Background: an optimization exercise with open tools, aiming at small area, a short achievable clock period and few clock cycles per item. Do not read the settings as production practice.
The RTL was checked by simulation tests, not by an equivalence proof against the original design.
Power figures rest on the tool's default switching activity, not on a simulated workload.

// smolbit_capture
module smolbit_capture (
    input  wire        clk,
    input  wire        rst,
    input  wire        start,
    output wire        ready,
    input  wire [17:0] start_pc,
    input  wire [17:0] frame_end,
    output reg         done,
    output reg         fault,
    output wire [17:0] body_end,
    output wire [17:0] next_pc,
    output wire        mem_req,
    output wire [12:0] mem_addr,
    input  wire        mem_rvalid,
    input  wire [31:0] mem_rdata
);
Size: roughly 990 cells after synthesis, about 11000 µm² of cells after synthesis.
==> flow/config.mk <==
export PLATFORM = sky130hd
export DESIGN_NAME = smolbit_capture
export DESIGN_NICKNAME = smolbit_capture
export VERILOG_FILES = /design/flow/design.v
export SDC_FILE = /design/flow/constraint.sdc
export NUM_CORES = 4
export LEC_CHECK = 0
export CAP_MARGIN = 20
export CORE_MARGIN = 2
export CORE_UTILIZATION = 55
export SETUP_SLACK_MARGIN = 3.0
export SLEW_MARGIN = 20
==> flow/constraint.sdc <==
create_clock -name core_clock -period 7.0 [get_ports {clk}]
set_input_delay 1.4000 -clock core_clock [delete_from_list [all_inputs] [get_ports {clk}]]
set_output_delay 1.4000 -clock core_clock [all_outputs]
set_load 0.01 [all_outputs]
run.sh (not shown) runs the stock make flow with config.mk's settings and CLKGATE_MAP_FILE= SYNTH_SCRIPT=/design/flow/synth_recipe.tcl, a recipe that flattens the netlist after the stock synthesis.
Testbench counts at the start, summed over its fixed seeds: cycles 49,102, captures 480.
Next try:
- CORE_UTILIZATION: 55 -> 40
- SETUP_SLACK_MARGIN: 3.0 -> unset
The changed run completed with no timing, DRC or antenna violations.
Non-clock buffer count goes down by 137.
Area after synthesis does not change.
Cell count goes down by a few percent.
Count of clock-buffer cells in the layout is unchanged.
Total power goes down by roughly a tenth.
Routed wire length goes down by roughly a tenth.
Flip-flop and latch count does not change.
Next try:
- SETUP_SLACK_MARGIN: unset -> 2.5
Result: Setup slack improved by 980 ps. Total power came out higher by 9.6%. Routed wire length came out higher by 8.1%. Clock skew came out higher by 18 ps. Global-route usage came out higher by 1.8 points. Register-to-register slack improved by 980 ps. Non-clock buffer count came out higher by 92. Utilization came out higher by 5.2 points. Final area came out higher by 11%. Synthesized area stays the same.

========
Setup of lane 1:
The RTL this note starts from:
==> flow/design.v <==
module smolbit_capture (
    input  wire        clk,
    input  wire        rst,
    input  wire        start,
    output wire        ready,
    input  wire [17:0] start_pc,
    input  wire [17:0] frame_end,
    output reg         done,
    output reg         fault,
    output wire [17:0] body_end,
    output wire [17:0] next_pc,
    output wire        mem_req,
    output wire [12:0] mem_addr,
    input  wire        mem_rvalid,
    input  wire [31:0] mem_rdata
);
    localparam [1:0] M_INSN = 2'd0, M_DPMH = 2'd1, M_DPML = 2'd2, M_SKIP = 2'd3;
    localparam [14:0] D1 = 15'h0001;    
    localparam [14:0] D2 = 15'h0002;    
    reg        busy;
    reg [1:0]  mode;
    reg [18:0] pc;           
    reg [17:0] fend;
    reg [14:0] depth;        
    reg [14:0] dpmn;         
    reg        xw;           
    reg [31:0] we, wo;       
    reg        ve, vo;
    reg        out;          
    reg        orel;         
    reg        ostale;       
    wire [13:0] pw  = pc[18:5];
    wire [4:0]  po  = pc[4:0];
    wire [13:0] pw1 = pw + 14'd1;
    wire [5:0]  po3 = {1'b0, po} + 6'd3;
    wire [18:0] np3 = {po3[5] ? pw1 : pw, po3[4:0]};
    assign ready    = ~busy;
    assign body_end = pc[17:0];
    assign next_pc  = np3[17:0];
    wire        vcur = pw[0] ? vo : ve;
    wire        vnxt = pw[0] ? ve : vo;
    wire [63:0] ring = {we, wo};
    reg  [14:0] rb;          
    reg  [7:0]  b;
    integer k, m;
    always @(*) begin
        rb = 15'd0;
        for (k = 0; k < 8; k = k + 1)
            for (m = 0; m < 15; m = m + 1)
                rb[14 - m] = rb[14 - m] | (pc[5:3] == k && ring[63 - ((8 * k + m) % 64)]);
        b = 8'd0;
        for (k = 0; k < 8; k = k + 1)
            for (m = 0; m < 8; m = m + 1)
                b[7 - m] = b[7 - m] | (pc[2:0] == k && rb[14 - (k + m)]);
    end
    reg  [32:0] ge;
    integer t;
    always @(*)
        for (t = 0; t < 33; t = t + 1) ge[t] = {1'b0, po} >= t;
    function cross1(input [32:0] g, input integer L);
        cross1 = L >= 32 ? 1'b1 : g[32 - L];
    endfunction
    wire        dz1 = depth == D1;
    wire        dz2 = depth == D2;
    reg [6:0]  len;
    reg        c1, c2;
    reg        opener;
    reg [1:0]  ncl;          
    reg [1:0]  nmode;
    reg        a_end, b_end;
    always @(*) begin
        len = 7'd3; c1 = ge[29]; c2 = 1'b0;
        opener = 1'b0; ncl = 2'd0; nmode = M_INSN;
        a_end = b[7:5] == 3'd6;
        b_end = 1'b0;
        case (mode)
        M_DPMH: begin len = 7'd8; c1 = ge[24]; nmode = M_DPML; end
        M_DPML:
            if (dpmn[14:8] == 7'd0 && b[7:3] == 5'd0) begin
                case (b[2:0])
                3'd0: begin len = 7'd8;  c1 = ge[24]; end
                3'd1: begin len = 7'd16; c1 = ge[16]; end
                3'd2: begin len = 7'd24; c1 = ge[8]; end
                3'd3: begin len = 7'd32; c1 = 1'b1; end
                3'd4: begin len = 7'd40; c1 = 1'b1; c2 = ge[24]; end
                3'd5: begin len = 7'd48; c1 = 1'b1; c2 = ge[16]; end
                3'd6: begin len = 7'd56; c1 = 1'b1; c2 = ge[8]; end
                default: begin len = 7'd64; c1 = 1'b1; c2 = 1'b1; end
                endcase
            end else begin
                len = 7'd8; c1 = ge[24]; nmode = M_SKIP;
            end
        default:
            case (b[7:5])
            3'd0, 3'd6: begin
                ncl = {1'b0, a_end};
                b_end = b[4:2] == 3'd6;
                if (!(a_end && dz1))
                    case (b[4:2])
                    3'd0, 3'd6:
                        if (!(b_end && (a_end ? dz2 : dz1))) begin
                            len = 7'd6; c1 = cross1(ge, 6); ncl = a_end ? (b_end ? 2'd2 : 2'd1) : {1'b0, b_end};
                        end
                    3'd1: begin len = 7'd13; c1 = cross1(ge, 13); end
                    3'd2: begin len = 7'd9;  c1 = cross1(ge, 9); end
                    3'd4:
                        if (b[1:0] == 2'd3) begin len = 7'd16; c1 = cross1(ge, 16); end
                        else begin len = 7'd12; c1 = cross1(ge, 12); end
                    3'd7:
                        if (b[1]) begin len = 7'd12; c1 = cross1(ge, 12); end
                        else begin len = 7'd8; c1 = cross1(ge, 8); end
                    default: ;
                    endcase
            end
            3'd1: begin len = 7'd10; c1 = ge[22]; end
            3'd2: begin len = 7'd6;  c1 = ge[26]; end
            3'd3:
                if (b[4:2] == 3'd5)
                    case (b[1:0])
                    2'd0: begin len = 7'd20; c1 = ge[12]; end
                    2'd1: begin len = 7'd28; c1 = ge[4]; end
                    2'd2: begin len = 7'd36; c1 = 1'b1; c2 = ge[28]; end
                    default: begin len = 7'd44; c1 = 1'b1; c2 = ge[20]; end
                    endcase
                else begin len = 7'd14; c1 = ge[18]; end
            3'd4:
                if (b[4:3] == 2'd3) begin len = 7'd13; c1 = ge[19]; end
                else begin len = 7'd9; c1 = ge[23]; end
            3'd5:
                case (b[4:2])
                3'd0, 3'd6: begin len = 7'd16; c1 = ge[16]; opener = 1'b1; end
                3'd1, 3'd2: begin len = 7'd10; c1 = ge[22]; opener = 1'b1; end
                3'd3, 3'd4: begin len = 7'd10; c1 = ge[22]; end
                3'd5:
                    if (b[1]) begin len = 7'd15; c1 = ge[17]; opener = 1'b1; end
                    else begin len = 7'd19; c1 = ge[13]; opener = 1'b1; end
                default: begin len = 7'd6; c1 = ge[26]; nmode = M_DPMH; end
                endcase
            default:
                if (b[4]) begin len = 7'd9; c1 = ge[23]; end
                else begin
                    len = 7'd5; c1 = ge[27];
                    b_end = b[2:0] == 3'd6;
                    case (b[2:0])
                    3'd0, 3'd6:
                        if (!(b_end && dz1)) begin
                            len = 7'd8; c1 = cross1(ge, 8); ncl = {1'b0, b_end};
                        end
                    3'd1: begin len = 7'd15; c1 = cross1(ge, 15); end
                    3'd2: begin len = 7'd11; c1 = cross1(ge, 11); end
                    default: ;
                    endcase
                end
            endcase
        endcase
    end
    wire        skip  = mode == M_SKIP;
    wire        past  = pc[18] || pc[17:0] > fend;
    wire        fits3 = !np3[18] && np3[17:0] <= fend;
    wire        dv    = busy && !skip && !xw && vcur && (vnxt || po <= 5'd24);
    wire        fin   = mode == M_INSN && a_end && dz1;
    wire [4:0]  pon   = po + len[4:0];
    wire [18:0] pskip = pc + {4'd0, dpmn, 3'b000};
    wire        mv    = dv || skip || xw;
    wire        m0    = !skip && !xw && !c1;
    wire        m1    = !skip && (xw || c1);
    wire        arr   = mem_rvalid && out && !ostale;
    wire        aslot = pw[0] ^ orel;         
    wire        want0 = !vcur && !(out && !ostale && !orel);
    wire        want1 = !vnxt && !(out && !ostale &&  orel);
    wire        rslot = !want0;
    assign mem_req  = (busy ? want0 || want1 : start) && (!out || mem_rvalid);
    assign mem_addr = !busy ? start_pc[17:5] : rslot ? pw1[12:0] : pw[12:0];
    always @(posedge clk) begin
        done <= 1'b0;
        if (arr && !aslot) we <= mem_rdata;
        if (arr &&  aslot) wo <= mem_rdata;
        if (rst) begin
            busy <= 1'b0;
            out  <= 1'b0;
            ve   <= 1'b0;
            vo   <= 1'b0;
        end else if (!busy) begin
            if (mem_rvalid) out <= 1'b0;
            if (start) begin
                if (mem_req) out <= 1'b1;
                orel   <= 1'b0;
                ostale <= !mem_req;
                busy   <= 1'b1;
                mode   <= M_INSN;
                xw     <= 1'b0;
                pc     <= {1'b0, start_pc};
                fend   <= frame_end;
                depth  <= D1;
                ve     <= 1'b0;
                vo     <= 1'b0;
            end
        end else begin
            if (mv && !m0) begin
                if (!m1 || !pw[0]) ve <= 1'b0; else if (arr && !aslot) ve <= 1'b1;
                if (!m1 ||  pw[0]) vo <= 1'b0; else if (arr &&  aslot) vo <= 1'b1;
            end else begin
                if (arr && !aslot) ve <= 1'b1;
                if (arr &&  aslot) vo <= 1'b1;
            end
            if (mem_req) begin
                out    <= 1'b1;
                orel   <= rslot && (!mv || m0);
                ostale <= mv && !m0 && !(m1 && rslot);
            end else if (mem_rvalid) begin
                out    <= 1'b0;
            end else if (mv && !m0) begin
                orel   <= 1'b0;
                ostale <= ostale || !(m1 && orel);
            end
            if (skip) begin
                pc   <= pskip;
                mode <= M_INSN;
            end
            if (xw) begin
                pc[18:5] <= pw1;
                xw       <= 1'b0;
            end
            if (dv) begin
                mode <= nmode;
                if (mode == M_DPMH) dpmn[14:8] <= b[6:0];
                if (mode == M_DPML) dpmn[7:0]  <= b;
                if (opener) depth <= {depth[13:0], depth[14] ^ depth[13]};
                if (ncl == 2'd1) depth <= {depth[0] ^ depth[14], depth[14:1]};
                if (ncl == 2'd2) depth <= {depth[1] ^ depth[0] ^ depth[14], depth[0] ^ depth[14], depth[14:2]};
                if (fin) begin
                    busy  <= 1'b0;
                    done  <= 1'b1;
                    fault <= !fits3;
                end else begin
                    pc[4:0] <= pon;
                    if (c1) pc[18:5] <= pw1;
                    xw <= c2;
                    if (mode == M_DPMH && b[7]) pc[18] <= 1'b1;
                end
            end
            if (past) begin
                busy  <= 1'b0;
                done  <= 1'b1;
                fault <= 1'b1;
            end
        end
    end
endmodule
Settings: LEC_CHECK=0, CAP_MARGIN=20, CORE_MARGIN=2, CORE_UTILIZATION=40, SETUP_SLACK_MARGIN=2.5, SLEW_MARGIN=20; clock period 7.0 ns.
Testbench counts of lane 1, summed over its fixed seeds: cycles 42,876, captures 480.
Inputs modified between lane 1 and lane 2:
Settings: SETUP_SLACK_MARGIN changed from 2.5 to 2.0.
--- outcome ---
Diff lane 1 -> lane 2 | count of buffers added by post-CTS timing repair for setup | decrease of about 70%
Relative to lane 1, detailed-route wire length has gone down in lane 2.
Lane 2 ended up with a lower minimum setup slack after placement than lane 1 did.
Lane 2 against lane 1: design internal power fell 6.6%; cell area power density rose about 2%; core utilization fell 3.8 points; depth of the worst register-to-register path fell 27%; global-route wire length before repair fell about 5.7%.
Reported for lane 2 and lane 1, fraction of the yosys area taken by sequential cells turned out identical to the last digit.
When lane 2 is measured against lane 1, its shortest period the worst path allows turns out 0.041 ns higher.
Proportion of cell area occupied by multi-input gates: lane 2 vs lane 1 up 0.53 points
For lane 1, the group drawing the most power was combinational logic, unlike lane 2, where it was registers.
Changes in lane 3 relative to lane 2:
Settings: a change of CORE_UTILIZATION from 40 to 50.
Findings:
- Summary of lane 3 over lane 2: least setup slack across all paths after layout now larger; die outline area now smaller; synthesized-area fraction occupied by xor and xnor cells comparable; met3 demand-to-capacity share in global routing now smaller; met1 track demand over resource in global routing now larger.
Modified inputs, lane 4 compared to lane 3
Settings: CORE_UTILIZATION: 50 -> 40; SETUP_SLACK_MARGIN: 2.0 -> 1.2.
Results
In lane 4 the transition time of the tightest slew-check pin turned out 0.0099 ns higher than in lane 3.
Row count (lane 4 over lane 3): increase, 6
Placement-stage cell area in lane 4 is 120 µm² above lane 3.
Between lane 3 and lane 4, the count of unique library cells instantiated by Yosys figures differ only marginally.
Lane 4 reports its type of the worst setup path as flip-flop to output port while lane 3 reports flip-flop to flip-flop.
Lane 4 vs. lane 3: final clock period utilization by the worst path has increased; routed wire length has increased.
When the final numbers for lane 4 and lane 3 were put side by side, the signed area change from the synthesized netlist to the final layout turned out to be greater in lane 3.

what the ideal ports hide:
Ports are ideal in the flow. The routed layouts listed here were re-timed in OpenROAD.
Step 1: set_driving_cell puts a clkbuf_16 on clk and a buf_2 on each other input, an assumption about the parent block.
Step 2, shift: input delay + t, output delay - t, t = (earliest + latest rising clock arrival at the registers) / 2. This alone moves slack from input paths to output paths.
Three values: no drivers, after step 1, after step 2; two values: the first two.
run	shift t [ns]	slack for setup (ns)	hold WS [ns]	worst data-port slew with drivers (ns)
the first run of note 1	0.484	1.921 / 1.921 / 1.921	0.486 / 0.486 / 0.486	0.05
the second run of note 1	0.464	0.995 / 0.995 / 0.995	0.486 / 0.486 / 0.486	0.04
the third run of note 1	0.479	1.979 / 1.979 / 1.979	0.489 / 0.489 / 0.489	0.04
lane 1	0.477	1.965 / 1.965 / 1.965	0.519 / 0.519 / 0.519	0.06
lane 2	0.477	1.924 / 1.924 / 1.924	0.510 / 0.510 / 0.510	0.06
lane 3	0.473	2.055 / 2.055 / 2.055	0.501 / 0.501 / 0.501	0.07
lane 4	0.477	1.397 / 1.346 / 1.478	0.512 / 0.512 / 0.512	0.06
After both steps every run listed still meets setup and hold.
